From an optimization exercise on the open Yosys and OpenROAD flow, aimed at small area, a short achievable clock period and few clock cycles; shortcuts taken in it are not production practice. Only simulation tests tie the RTL to the original design; equivalence was not proved. Power and IR drop assume default switching activity.

==> inputs of job 3214 <==
==> flow/design.v <==
module rzx50_scaler (
    input  wire        clk,
    input  wire        rst,
    input  wire        start,
    input  wire [1:0]  geom,        
    input  wire        scale_en,
    input  wire [31:0] src_base,
    input  wire [31:0] dst_base,
    input  wire [7:0]  topskip,
    input  wire [8:0]  vinc,
    input  wire [2:0]  thr,
    output wire        busy,
    output wire        rd_req_valid,
    input  wire        rd_req_ready,
    output wire [31:0] rd_addr,
    input  wire        rd_resp_valid,
    input  wire [31:0] rd_resp_data,
    output wire        wr_valid,
    input  wire        wr_ready,
    output wire [31:0] wr_addr,
    output wire [31:0] wr_data
);
    parameter integer D = 6;             
    localparam integer CW = (D < 8) ? 3 : 4;
    localparam integer PW = (D <= 2) ? 1 : (D <= 4) ? 2 : (D <= 8) ? 3 : 4;
    localparam [31:0] EVEN32 = 32'hF7DEF7DE;
    function [15:0] avg16;
        input [15:0] a;
        input [15:0] b;
        begin
            avg16[4:0]   = {1'b0, a[4:1]}   + {1'b0, b[4:1]};
            avg16[10:5]  = {1'b0, a[10:6]}  + {1'b0, b[10:6]};
            avg16[15:11] = {1'b0, a[15:12]} + {1'b0, b[15:12]};
        end
    endfunction
    function [19:0] inc20;
        input [19:0] w;
        integer i;
        begin
            inc20[0] = ~w[0];
            for (i = 1; i < 20; i = i + 1)
                inc20[i] = w[i] ^ (&(w | ~((20'd1 << i) - 20'd1)));
        end
    endfunction
    function [19:0] dec20;
        input [19:0] w;
        integer i;
        begin
            dec20[0] = ~w[0];
            for (i = 1; i < 20; i = i + 1)
                dec20[i] = w[i] ^ ~(|(w & ((20'd1 << i) - 20'd1)));
        end
    endfunction
    function [22:0] inc23;
        input [22:0] w;
        integer i;
        begin
            inc23[0] = ~w[0];
            for (i = 1; i < 23; i = i + 1)
                inc23[i] = w[i] ^ (&(w | ~((23'd1 << i) - 23'd1)));
        end
    endfunction
    reg         r_busy;
    reg         r_scaled;
    reg         r_h32;
    reg  [1:0]  r_extra;      
    reg  [8:0]  r_vinc;
    reg  [2:0]  r_thr;
    wire        cmd_scaled = scale_en && (geom != 2'd0);
    wire        cmd_h32    = cmd_scaled && (geom != 2'd1);
    wire [9:0]  dh    = r_h32 ? 10'd272 : 10'd240;
    wire [8:0]  midh  = r_h32 ? ({r_thr, 6'd0} + {2'd0, r_thr, 2'd0})         
                              : ({r_thr, 6'd0} - {2'd0, r_thr, 2'd0});        
    reg         rd_skip;      
    reg         rd_run;       
    reg         rqv;          
    reg  [29:0] ra;           
    reg  [7:0]  k;
    reg         k_last;       
    reg         lastx;        
    reg         p160;         
    reg         half;         
    reg         blend;
    reg  [8:0]  y;
    reg  [9:0]  e_acc;        
    reg  [1:0]  vph;          
    reg         adv_r;        
    reg         nblend_r;     
    reg  [CW-1:0] alloc;      
    wire        slot_read = !(blend && !half);    
    wire        line_last = k_last && slot_read;
    wire        frame_last = line_last && (y == (!r_scaled ? 9'd239 : r_h32 ? 9'd271 : 9'd239));
    wire        issue = rqv && rd_req_ready;
    reg  [9:0]  ra_inc;
    always @(*) begin
        if (p160)
            ra_inc = 10'd160;
        else if (!lastx)
            ra_inc = blend ? -10'd159 : 10'd1;
        else
            ra_inc = blend ? -10'd319 : -10'd159;
    end
    wire [10:0] ra_lo = {1'b0, ra[9:0]} + {1'b0, ra_inc};
    wire [19:0] ra_hp = inc20(ra[29:10]);
    wire [19:0] ra_hm = dec20(ra[29:10]);
    wire [19:0] ra_hi = (ra_lo[10] && !ra_inc[9]) ? ra_hp :
                        (!ra_lo[10] && ra_inc[9]) ? ra_hm : ra[29:10];
    wire [29:0] ra_next = {ra_hi, ra_lo[9:0]};
    assign rd_addr      = {ra, 2'b00};
    assign rd_req_valid = rqv;
    reg  [7:0]  r_k;
    reg         r_half;
    reg         r_blend;
    reg  [31:0] a_w;          
    reg  [31:0] slot [0:D-1];    
    reg  [CW-1:0] avail;
    reg         ne;           
    wire [31:0] resp_m  = rd_resp_data & EVEN32;
    wire [31:0] blended = {avg16(a_w[31:16], resp_m[31:16]), avg16(a_w[15:0], resp_m[15:0])} & EVEN32;
    wire [31:0] s_in    = r_blend ? blended : (r_scaled ? resp_m : rd_resp_data);
    wire        push    = rd_resp_valid && !(r_blend && !r_half);
    wire [31:0] s_byp   = r_scaled ? resp_m : rd_resp_data;
    wire        byp_ok  = rd_resp_valid && !r_blend;
    reg         w_valid;
    reg  [31:0] w_data;
    reg  [29:0] wa;
    reg  [7:0]  wc;           
    reg         col_last;     
    reg         j41, j81;     
    reg  [15:0] hold;         
    reg         f_lo_avg, f_lo_hold, f_hi_lo, f_hi_avg, f_peek, f_end;
    wire [31:0] s       = ne ? slot[0] : s_byp;
    wire        out_free = !w_valid || wr_ready;
    wire        load    = out_free && (ne || byp_ok);
    wire        pop     = load && !f_peek;
    wire        shift   = pop && ne;                  
    wire        put     = push && !(pop && !ne);      
    wire [CW-1:0] put_at = avail - {{(CW-1){1'b0}}, shift};
    wire [15:0] avg_x   = r_h32 ? s[31:16] : hold;
    wire [15:0] avg_o   = avg16(avg_x, s[15:0]);
    wire [15:0] o_lo    = f_lo_avg ? avg_o : f_lo_hold ? hold : s[15:0];
    wire [15:0] o_hi    = f_hi_avg ? avg_o : f_hi_lo ? s[15:0] : s[31:16];
    wire [2:0]  ph_n    = f_end ? 3'd0 : wc[2:0] + 3'd1;
    reg         n_lo_avg, n_lo_hold, n_hi_lo, n_hi_avg, n_peek, n_end;
    always @(*) begin
        n_lo_avg = 1'b0; n_lo_hold = 1'b0; n_hi_lo = 1'b0; n_hi_avg = 1'b0;
        n_peek = 1'b0; n_end = 1'b0;
        if (r_h32) begin
            case (ph_n)
                3'd0:    n_hi_avg = 1'b1;
                3'd1:    begin n_lo_hold = 1'b1; n_hi_lo = 1'b1; n_peek = 1'b1; end
                default: begin n_lo_avg = 1'b1; n_end = 1'b1; end
            endcase
        end else begin
            case (ph_n)
                3'd1:    begin n_lo_avg = 1'b1; n_hi_lo = 1'b1; end
                3'd2:    begin n_lo_hold = 1'b1; n_hi_lo = 1'b1; end
                3'd3:    begin n_lo_hold = 1'b1; n_hi_avg = 1'b1; n_peek = 1'b1; end
                3'd4:    n_end = 1'b1;
                default: ;
            endcase
        end
    end
    wire        wr_acc  = w_valid && wr_ready;
    wire [6:0]  wa_inc  = {j81, j41, j81, j41, 2'b00, 1'b1};    
    wire [7:0]  wa_lo   = {1'b0, wa[6:0]} + {1'b0, wa_inc};
    wire [22:0] wa_hp   = inc23(wa[29:7]);
    wire [29:0] wa_next = {wa_lo[7] ? wa_hp : wa[29:7], wa_lo[6:0]};
    assign wr_valid = w_valid;
    assign wr_data  = w_data;
    assign wr_addr  = {wa, 2'b00};
    assign busy     = r_busy;
    wire        run_next   = rd_skip ? (k == 8'hFF) : (rd_run && !(issue && frame_last));
    wire [CW-1:0] alloc_next = alloc + {{(CW-1){1'b0}}, issue && slot_read} - {{(CW-1){1'b0}}, pop};
    wire [CW-1:0] avail_next = avail + {{(CW-1){1'b0}}, push} - {{(CW-1){1'b0}}, pop};
    wire        drained    = !rd_run && !rd_skip && (alloc == {CW{1'b0}}) && out_free;
    wire        go      = !r_busy && start;
    wire        skip_end = rd_skip && (k == 8'hFF);
    always @(posedge clk) begin
        if (rst) begin
            r_busy  <= 1'b0;
            rd_skip <= 1'b0;
            rd_run  <= 1'b0;
            rqv     <= 1'b0;
            alloc   <= {CW{1'b0}};
            avail   <= {CW{1'b0}};
            ne      <= 1'b0;
            w_valid <= 1'b0;
            vph     <= 2'd0;
        end else begin
            alloc <= alloc_next;
            avail <= avail_next;
            ne    <= (avail_next != {CW{1'b0}});
            rqv   <= run_next && (alloc_next != D[CW-1:0]);
            if (go)
                r_busy <= 1'b1;
            else if (r_busy && drained)
                r_busy <= 1'b0;
            if (go)
                rd_skip <= 1'b1;
            else if (skip_end)
                rd_skip <= 1'b0;
            rd_run <= run_next;
            if (go || (issue && slot_read && k_last))
                vph <= 2'd1;
            else if (vph != 2'd0)
                vph <= vph + 2'd1;
            if (load)
                w_valid <= 1'b1;
            else if (wr_ready)
                w_valid <= 1'b0;
        end
    end
    integer i;
    always @(posedge clk) begin
        if (go) begin
            r_scaled <= cmd_scaled;
            r_h32    <= cmd_h32;
            r_extra  <= cmd_scaled ? 2'd0 : geom;
            r_vinc   <= vinc;
            r_thr    <= thr;
        end
        if (go) begin
            ra     <= src_base[31:2];
            k      <= cmd_scaled ? ~topskip : 8'hFF;
            p160   <= 1'b1;
            half   <= 1'b0;
            blend  <= cmd_scaled && (thr == 3'd0);
            y      <= 9'd0;
        end else if (rd_skip) begin
            if (skip_end)
                p160 <= blend;
            else
                ra <= ra_next;
            k      <= k + 8'd1;
            k_last <= 1'b0;
            lastx  <= 1'b0;
        end else if (issue) begin
            ra <= ra_next;
            if (!slot_read) begin
                half <= 1'b1;
                p160 <= 1'b0;
            end else begin
                half <= 1'b0;
                if (!k_last) begin
                    k      <= k + 8'd1;
                    k_last <= (k == 8'd158);
                    lastx  <= (k == 8'd158) && r_scaled && !adv_r;
                    p160   <= blend;
                end else begin
                    k      <= 8'd0;
                    k_last <= 1'b0;
                    lastx  <= 1'b0;
                    p160   <= nblend_r;
                    y      <= y + 9'd1;
                    blend  <= nblend_r;
                end
            end
        end
        if (go)
            e_acc <= 10'd0;
        else if (vph == 2'd1)
            e_acc <= e_acc + {1'b0, r_vinc};
        else if (vph == 2'd2 && e_acc >= dh)
            e_acc <= e_acc - dh;
        if (vph == 2'd2)
            adv_r <= (e_acc >= dh);
        if (vph == 2'd3)
            nblend_r <= r_scaled && (e_acc >= {1'b0, midh});
        if (go) begin
            r_k     <= 8'd0;
            r_half  <= 1'b0;
            r_blend <= cmd_scaled && (thr == 3'd0);
        end else if (rd_resp_valid) begin
            if (r_blend && !r_half) begin
                a_w    <= resp_m;
                r_half <= 1'b1;
            end else begin
                r_half <= 1'b0;
                if (r_k == 8'd159) begin
                    r_k     <= 8'd0;
                    r_blend <= blend;
                end else begin
                    r_k <= r_k + 8'd1;
                end
            end
        end
        for (i = 0; i < D; i = i + 1) begin
            if (put && put_at == i)
                slot[i] <= s_in;
            else if (shift && i < D - 1)
                slot[i] <= slot[i + 1];
        end
        if (go) begin
            wa        <= dst_base[31:2];
            wc        <= 8'd0;
            col_last  <= 1'b0;
            j41       <= 1'b0;
            j81       <= 1'b0;
            f_lo_avg  <= 1'b0;
            f_lo_hold <= 1'b0;
            f_hi_lo   <= 1'b0;
            f_hi_avg  <= cmd_h32;
            f_peek    <= 1'b0;
            f_end     <= 1'b0;
        end else begin
            if (load) begin
                w_data <= {o_hi, o_lo};
                hold   <= s[31:16] & 16'hF7DE;
                if (r_scaled) begin
                    wc        <= {5'd0, ph_n};
                    f_lo_avg  <= n_lo_avg;
                    f_lo_hold <= n_lo_hold;
                    f_hi_lo   <= n_hi_lo;
                    f_hi_avg  <= n_hi_avg;
                    f_peek    <= n_peek;
                    f_end     <= n_end;
                end
            end
            if (wr_acc) begin
                wa <= wa_next;
                if (!r_scaled) begin
                    wc       <= col_last ? 8'd0 : wc + 8'd1;
                    col_last <= (wc == 8'd158);
                    j41      <= (wc == 8'd158) && (r_extra == 2'd1);
                    j81      <= (wc == 8'd158) && (r_extra == 2'd2);
                end
            end
        end
    end
endmodule
==> flow/run.sh <==
#!/bin/bash
# synth_recipe.tcl (not shown) runs the flow's synth.tcl, then flattens the netlist and writes it again
# the make line also repeats each setting of config.mk as NAME=value (left out here)
make -C /OpenROAD-flow-scripts/flow DESIGN_CONFIG=/design/flow/config.mk WORK_HOME=/design/flow/orfs CLKGATE_MAP_FILE= SYNTH_SCRIPT=/design/flow/synth_recipe.tcl finish
==> flow/config.mk <==
export PLATFORM = sky130hd
export DESIGN_NAME = rzx50_scaler
export DESIGN_NICKNAME = rzx50_scaler
export VERILOG_FILES = /design/flow/design.v
export SDC_FILE = /design/flow/constraint.sdc
export NUM_CORES = 4
export LEC_CHECK = 0
export CAP_MARGIN = 20
export CORE_MARGIN = 2
export CORE_UTILIZATION = 40
export PLACE_DENSITY = 0.6
export SETUP_SLACK_MARGIN = 3
export SLEW_MARGIN = 20
==> flow/constraint.sdc <==
create_clock -name core_clock -period 6.0 [get_ports {clk}]
set_input_delay 1.2000 -clock core_clock [delete_from_list [all_inputs] [get_ports {clk}]]
set_output_delay 1.2000 -clock core_clock [all_outputs]
set_load 0.01 [all_outputs]
==> job 9646: changes against job 3214 <==
--- a/flow/design.v
+++ b/flow/design.v
@@ -88,3 +88,3 @@
     reg         nblend_r;     
-    reg  [CW-1:0] alloc;      
+    reg  [D-1:0] res;         
     wire        slot_read = !(blend && !half);    
@@ -115,4 +115,4 @@
     reg  [31:0] slot [0:D-1];    
-    reg  [CW-1:0] avail;
-    reg         ne;           
+    reg  [D-1:0] occ;         
+    wire        ne      = occ[0];
     wire [31:0] resp_m  = rd_resp_data & EVEN32;
@@ -137,3 +137,5 @@
     wire        put     = push && !(pop && !ne);      
-    wire [CW-1:0] put_at = avail - {{(CW-1){1'b0}}, shift};
+    wire [D-1:0] occ_up = {1'b0, occ[D-1:1]};
+    wire [D-1:0] occ_dn = {occ[D-2:0], 1'b1};
+    wire [D-1:0] put_here = shift ? (occ & ~occ_up) : (~occ & occ_dn);
     wire [15:0] avg_x   = r_h32 ? s[31:16] : hold;
@@ -173,5 +175,8 @@
     wire        run_next   = rd_skip ? (k == 8'hFF) : (rd_run && !(issue && frame_last));
-    wire [CW-1:0] alloc_next = alloc + {{(CW-1){1'b0}}, issue && slot_read} - {{(CW-1){1'b0}}, pop};
-    wire [CW-1:0] avail_next = avail + {{(CW-1){1'b0}}, push} - {{(CW-1){1'b0}}, pop};
-    wire        drained    = !rd_run && !rd_skip && (alloc == {CW{1'b0}}) && out_free;
+    wire        res_inc    = issue && slot_read;
+    wire [D-1:0] res_next  = (res_inc && !pop) ? {res[D-2:0], 1'b1} :
+                             (!res_inc && pop) ? {1'b0, res[D-1:1]} : res;
+    wire [D-1:0] occ_next  = (put && !shift) ? {occ[D-2:0], 1'b1} :
+                             (!put && shift) ? {1'b0, occ[D-1:1]} : occ;
+    wire        drained    = !rd_run && !rd_skip && !res[0] && out_free;
     wire        go      = !r_busy && start;
@@ -184,5 +189,4 @@
             rqv     <= 1'b0;
-            alloc   <= {CW{1'b0}};
-            avail   <= {CW{1'b0}};
-            ne      <= 1'b0;
+            res     <= {D{1'b0}};
+            occ     <= {D{1'b0}};
             w_valid <= 1'b0;
@@ -190,6 +194,5 @@
         end else begin
-            alloc <= alloc_next;
-            avail <= avail_next;
-            ne    <= (avail_next != {CW{1'b0}});
-            rqv   <= run_next && (alloc_next != D[CW-1:0]);
+            res   <= res_next;
+            occ   <= occ_next;
+            rqv   <= run_next && !res_next[D-1];
             if (go)
@@ -288,3 +291,3 @@
         for (i = 0; i < D; i = i + 1) begin
-            if (put && put_at == i)
+            if (put && put_here[i])
                 slot[i] <= s_in;
==> flow/flow/run.sh (new file) <==
#!/bin/bash
# The standard layout (the standard.sh, standard synthesis included), with
# one change: the input and output ports are buffered with buf_2 cells instead
# of the cell buffer_ports picks by default (a slow clkdlybuf4s50 delay cell).
set -euo pipefail
bash standard.sh "BUFFER_PORTS_ARGS=-buffer_cell sky130_fd_sc_hd__buf_2" finish > standard_flow.log 2>&1
==> flow/standard.sh (new file) <==
#!/bin/bash
# synth_recipe.tcl (not shown) runs the flow's synth.tcl, then flattens the netlist and writes it again
# the make line also repeats each setting of config.mk as NAME=value (left out here)
make -C /OpenROAD-flow-scripts/flow DESIGN_CONFIG=/design/flow/config.mk WORK_HOME=/design/flow/orfs CLKGATE_MAP_FILE= SYNTH_SCRIPT=/design/flow/synth_recipe.tcl "${@:-finish}"
--- a/flow/config.mk
+++ b/flow/config.mk
@@ -7,2 +7,3 @@
 export LEC_CHECK = 0
+export ABC_AREA = 1
 export CAP_MARGIN = 20
@@ -10,4 +11,7 @@
 export CORE_UTILIZATION = 40
+export CTS_BUF_LIST = sky130_fd_sc_hd__clkbuf_16
+export CTS_CLUSTER_DIAMETER = 80
+export CTS_CLUSTER_SIZE = 24
 export PLACE_DENSITY = 0.6
-export SETUP_SLACK_MARGIN = 3
+export SETUP_SLACK_MARGIN = 3.4
 export SLEW_MARGIN = 20
removed: flow/run.sh
==> job 7931: changes against job 3214 <==
--- a/flow/design.v
+++ b/flow/design.v
@@ -67,3 +67,3 @@
     reg  [8:0]  r_vinc;
-    reg  [2:0]  r_thr;
+    reg  [8:0]  r_midh;       
     wire        cmd_scaled = scale_en && (geom != 2'd0);
@@ -71,4 +71,4 @@
     wire [9:0]  dh    = r_h32 ? 10'd272 : 10'd240;
-    wire [8:0]  midh  = r_h32 ? ({r_thr, 6'd0} + {2'd0, r_thr, 2'd0})         
-                              : ({r_thr, 6'd0} - {2'd0, r_thr, 2'd0});        
+    wire [8:0]  cmd_midh = cmd_h32 ? ({thr, 6'd0} + {2'd0, thr, 2'd0})      
+                                   : ({thr, 6'd0} - {2'd0, thr, 2'd0});     
     reg         rd_skip;      
@@ -88,3 +88,3 @@
     reg         nblend_r;     
-    reg  [CW-1:0] alloc;      
+    reg  [D-1:0] res;         
     wire        slot_read = !(blend && !half);    
@@ -103,6 +103,10 @@
     wire [10:0] ra_lo = {1'b0, ra[9:0]} + {1'b0, ra_inc};
+    wire        s_p1   = !p160 && !blend && !lastx;       
+    wire        s_m159 = !p160 && (blend != lastx);        
+    wire        s_m319 = !p160 && blend && lastx;          
+    wire        hi_up  = (s_p1 && (ra[9:0] == 10'd1023)) || (p160 && (ra[9:0] >= 10'd864));
+    wire        hi_dn  = (s_m159 && (ra[9:0] < 10'd159)) || (s_m319 && (ra[9:0] < 10'd319));
     wire [19:0] ra_hp = inc20(ra[29:10]);
     wire [19:0] ra_hm = dec20(ra[29:10]);
-    wire [19:0] ra_hi = (ra_lo[10] && !ra_inc[9]) ? ra_hp :
-                        (!ra_lo[10] && ra_inc[9]) ? ra_hm : ra[29:10];
+    wire [19:0] ra_hi = hi_up ? ra_hp : hi_dn ? ra_hm : ra[29:10];
     wire [29:0] ra_next = {ra_hi, ra_lo[9:0]};
@@ -111,8 +115,10 @@
     reg  [7:0]  r_k;
-    reg         r_half;
+    reg         r_klast;      
+    reg         r_first;      
     reg         r_blend;
+    reg         r_byp;        
     reg  [31:0] a_w;          
     reg  [31:0] slot [0:D-1];    
-    reg  [CW-1:0] avail;
-    reg         ne;           
+    reg  [D-1:0] occ;         
+    wire        ne      = occ[0];
     wire [31:0] resp_m  = rd_resp_data & EVEN32;
@@ -120,5 +126,5 @@
     wire [31:0] s_in    = r_blend ? blended : (r_scaled ? resp_m : rd_resp_data);
-    wire        push    = rd_resp_valid && !(r_blend && !r_half);
+    wire        push    = rd_resp_valid && !r_first;
     wire [31:0] s_byp   = r_scaled ? resp_m : rd_resp_data;
-    wire        byp_ok  = rd_resp_valid && !r_blend;
+    wire        byp_ok  = rd_resp_valid && r_byp;
     reg         w_valid;
@@ -137,3 +143,7 @@
     wire        put     = push && !(pop && !ne);      
-    wire [CW-1:0] put_at = avail - {{(CW-1){1'b0}}, shift};
+    wire [D-1:0] occ_up = {1'b0, occ[D-1:1]};
+    wire [D-1:0] occ_dn = {occ[D-2:0], 1'b1};
+    wire [D-1:0] last_full  = occ & ~occ_up;
+    wire [D-1:0] first_free = ~occ & occ_dn;
+    wire [D-1:0] take_in = shift ? last_full : first_free;    
     wire [15:0] avg_x   = r_h32 ? s[31:16] : hold;
@@ -173,5 +183,8 @@
     wire        run_next   = rd_skip ? (k == 8'hFF) : (rd_run && !(issue && frame_last));
-    wire [CW-1:0] alloc_next = alloc + {{(CW-1){1'b0}}, issue && slot_read} - {{(CW-1){1'b0}}, pop};
-    wire [CW-1:0] avail_next = avail + {{(CW-1){1'b0}}, push} - {{(CW-1){1'b0}}, pop};
-    wire        drained    = !rd_run && !rd_skip && (alloc == {CW{1'b0}}) && out_free;
+    wire        res_inc    = issue && slot_read;
+    wire [D-1:0] res_next  = pop ? (res_inc ? res : {1'b0, res[D-1:1]})
+                                 : (res_inc ? {res[D-2:0], 1'b1} : res);
+    wire [D-1:0] occ_next  = shift ? (put ? occ : occ_up)
+                                   : (put ? occ_dn : occ);
+    wire        drained    = !rd_run && !rd_skip && !res[0] && out_free;
     wire        go      = !r_busy && start;
@@ -184,5 +197,4 @@
             rqv     <= 1'b0;
-            alloc   <= {CW{1'b0}};
-            avail   <= {CW{1'b0}};
-            ne      <= 1'b0;
+            res     <= {D{1'b0}};
+            occ     <= {D{1'b0}};
             w_valid <= 1'b0;
@@ -190,6 +202,5 @@
         end else begin
-            alloc <= alloc_next;
-            avail <= avail_next;
-            ne    <= (avail_next != {CW{1'b0}});
-            rqv   <= run_next && (alloc_next != D[CW-1:0]);
+            res   <= res_next;
+            occ   <= occ_next;
+            rqv   <= run_next && !res_next[D-1];
             if (go)
@@ -220,3 +231,3 @@
             r_vinc   <= vinc;
-            r_thr    <= thr;
+            r_midh   <= cmd_midh;
         end
@@ -268,19 +279,23 @@
         if (vph == 2'd3)
-            nblend_r <= r_scaled && (e_acc >= {1'b0, midh});
+            nblend_r <= r_scaled && (e_acc >= {1'b0, r_midh});
         if (go) begin
             r_k     <= 8'd0;
-            r_half  <= 1'b0;
+            r_klast <= 1'b0;
+            r_first <= cmd_scaled && (thr == 3'd0);
             r_blend <= cmd_scaled && (thr == 3'd0);
+            r_byp   <= !(cmd_scaled && (thr == 3'd0));
         end else if (rd_resp_valid) begin
-            if (r_blend && !r_half) begin
-                a_w    <= resp_m;
-                r_half <= 1'b1;
+            if (r_first) begin
+                a_w     <= resp_m;
+                r_first <= 1'b0;
+            end else if (r_klast) begin
+                r_k     <= 8'd0;
+                r_klast <= 1'b0;
+                r_first <= blend;
+                r_blend <= blend;
+                r_byp   <= !blend;
             end else begin
-                r_half <= 1'b0;
-                if (r_k == 8'd159) begin
-                    r_k     <= 8'd0;
-                    r_blend <= blend;
-                end else begin
-                    r_k <= r_k + 8'd1;
-                end
+                r_k     <= r_k + 8'd1;
+                r_klast <= (r_k == 8'd158);
+                r_first <= r_blend;
             end
@@ -288,6 +303,4 @@
         for (i = 0; i < D; i = i + 1) begin
-            if (put && put_at == i)
-                slot[i] <= s_in;
-            else if (shift && i < D - 1)
-                slot[i] <= slot[i + 1];
+            if (shift || (put && first_free[i]))
+                slot[i] <= (take_in[i] || i == D - 1) ? s_in : slot[(i + 1) % D];
         end
==> flow/flow/run.sh (new file) <==
#!/bin/bash
# The standard layout (the standard.sh, standard synthesis included), with
# one change: the input and output ports are buffered with buf_2 cells instead
# of the cell buffer_ports picks by default (a slow clkdlybuf4s50 delay cell).
set -euo pipefail
bash standard.sh "BUFFER_PORTS_ARGS=-buffer_cell sky130_fd_sc_hd__buf_2" finish > standard_flow.log 2>&1
==> flow/standard.sh (new file) <==
#!/bin/bash
# synth_recipe.tcl (not shown) runs the flow's synth.tcl, then flattens the netlist and writes it again
# the make line also repeats each setting of config.mk as NAME=value (left out here)
make -C /OpenROAD-flow-scripts/flow DESIGN_CONFIG=/design/flow/config.mk WORK_HOME=/design/flow/orfs CLKGATE_MAP_FILE= SYNTH_SCRIPT=/design/flow/synth_recipe.tcl "${@:-finish}"
--- a/flow/config.mk
+++ b/flow/config.mk
@@ -7,2 +7,3 @@
 export LEC_CHECK = 0
+export ABC_AREA = 1
 export CAP_MARGIN = 20
@@ -10,4 +11,7 @@
 export CORE_UTILIZATION = 40
+export CTS_BUF_LIST = sky130_fd_sc_hd__clkbuf_16
+export CTS_CLUSTER_DIAMETER = 80
+export CTS_CLUSTER_SIZE = 24
 export PLACE_DENSITY = 0.6
-export SETUP_SLACK_MARGIN = 3
+export SETUP_SLACK_MARGIN = 3.5
 export SLEW_MARGIN = 20
removed: flow/run.sh
==> job 1704: changes against job 3214 <==
--- a/flow/design.v
+++ b/flow/design.v
@@ -114,3 +114,4 @@
     reg  [31:0] a_w;          
-    reg  [31:0] slot [0:D-1];    
+    reg  [31:0] slot [0:D-1];
+    reg  [PW-1:0] wp, rp;
     reg  [CW-1:0] avail;
@@ -121,4 +122,2 @@
     wire        push    = rd_resp_valid && !(r_blend && !r_half);
-    wire [31:0] s_byp   = r_scaled ? resp_m : rd_resp_data;
-    wire        byp_ok  = rd_resp_valid && !r_blend;
     reg         w_valid;
@@ -131,9 +130,6 @@
     reg         f_lo_avg, f_lo_hold, f_hi_lo, f_hi_avg, f_peek, f_end;
-    wire [31:0] s       = ne ? slot[0] : s_byp;
+    wire [31:0] s       = slot[rp];
     wire        out_free = !w_valid || wr_ready;
-    wire        load    = out_free && (ne || byp_ok);
+    wire        load    = out_free && ne;
     wire        pop     = load && !f_peek;
-    wire        shift   = pop && ne;                  
-    wire        put     = push && !(pop && !ne);      
-    wire [CW-1:0] put_at = avail - {{(CW-1){1'b0}}, shift};
     wire [15:0] avg_x   = r_h32 ? s[31:16] : hold;
@@ -187,2 +183,4 @@
             ne      <= 1'b0;
+            wp      <= {PW{1'b0}};
+            rp      <= {PW{1'b0}};
             w_valid <= 1'b0;
@@ -207,2 +205,6 @@
                 vph <= vph + 2'd1;
+            if (push)
+                wp <= (wp == D - 1) ? {PW{1'b0}} : wp + 1'b1;
+            if (pop)
+                rp <= (rp == D - 1) ? {PW{1'b0}} : rp + 1'b1;
             if (load)
@@ -213,3 +215,2 @@
     end
-    integer i;
     always @(posedge clk) begin
@@ -287,8 +288,4 @@
         end
-        for (i = 0; i < D; i = i + 1) begin
-            if (put && put_at == i)
-                slot[i] <= s_in;
-            else if (shift && i < D - 1)
-                slot[i] <= slot[i + 1];
-        end
+        if (push)
+            slot[wp] <= s_in;
         if (go) begin
==> qor summary <==
item                                                                              job 3214                  job 7931                  job 9646                   job 1704
Number of synthesized flops with an enable pin                                         354                       360                       354                        354
Clock buffers                                                                           68                        24                        29                         71
Startpoint type of the worst setup path                                          input pin                 input pin                 input pin                       flop
Netlist area before placement                                                   0.0211 mm2                0.0223 mm2                0.0219 mm2                 0.0208 mm2
Sum of routed wire length over all layers                                        54,300 um                 57,500 um                 64,000 um                  47,200 um
Maximum number of pins on one net before global-route repair                            65                        90                        88                         99
Share of total power in sequential cells                                             0.410                     0.479                     0.455                      0.405
Metal2 WL                                                                        25,800 um                 27,600 um                 31,000 um                  21,300 um
Synthesis Warnings                                                                       2                         2                         2                          1
Number of vias per cell after detailed routing                                        5.24                      5.11                      5.38                       5.16
Via count of the first global-routing pass                                          15,014                    16,798                    17,263                     13,469
Routed met3 length                                                                 3190 um                   3190 um                   4450 um                    2520 um
Max Freq                                                                         0.334 GHz                 0.401 GHz                 0.390 GHz                  0.336 GHz
Sw frac                                                                              0.342                     0.335                     0.361                      0.316
Clock share of power                                                                 0.226                     0.241                     0.236                      0.280
Latest clock arrival within the worst-skew pair                                     600 ps                    600 ps                    600 ps                     610 ps
Biggest fanout along the worst timing path                                               7                         3                         3                          6
Data arrival time of the worst path                                                3330 ps                   2810 ps                   2840 ps                    3280 ps
Most numerous cell in the Yosys netlist                          sky130_fd_sc_hd__edfxtp_1  sky130_fd_sc_hd__nand2_1  sky130_fd_sc_hd__nand2_1  sky130_fd_sc_hd__edfxtp_1
Sequential cell area                                                            0.0118 mm2                0.0121 mm2                0.0119 mm2                 0.0120 mm2
Relative area of non-clock buffer cells in the final design                          0.115                    0.0626                    0.0717                      0.106
Last weighted congestion value of the routability-driven placer                      0.860                     0.880                     0.849                      0.815
Outcome                                                            complete, no violations   complete, no violations   complete, no violations    complete, no violations
Testbench counts of job 3214, summed over its fixed seeds: cycles 1,069,644.
Testbench counts of job 9646, summed over its fixed seeds: cycles 1,069,644.
Testbench counts of job 7931, summed over its fixed seeds: cycles 1,069,644.
Testbench counts of job 1704, summed over its fixed seeds: cycles 1,108,131.

==> re-timing with driven ports <==
The flow's constraints put no driver on any port. The routed layouts listed below were extracted and timed again, unchanged, in two steps. Step 1 sets driving cells, clkbuf_16 on the clock port and buf_2 on the other inputs (assumed; they add their load-dependent delay and slew). Step 2 also shifts input and output timing later by t, the mid clock arrival at the registers, as if the neighbouring blocks saw the same clock. Slacks: ideal / step 1 / step 2; pairs: ideal / step 1.
run | t (ns) | setup slack, ns | pins driven straight from the clock port
job 3214 | 0.643 | 3.004 / 2.993 / 2.350 | 1
job 9646 | 0.639 | 3.436 / 3.430 / 2.791 | 1
job 7931 | 0.631 | 3.505 / 3.490 / 2.860 | 1
job 1704 | 0.642 | 3.023 / 3.023 / 2.391 | 1
After both steps every run listed still meets setup and hold. For job 3214, which loses most, drivers alone change the setup slack by -0.011 ns; drivers and shift together by -0.654 ns.
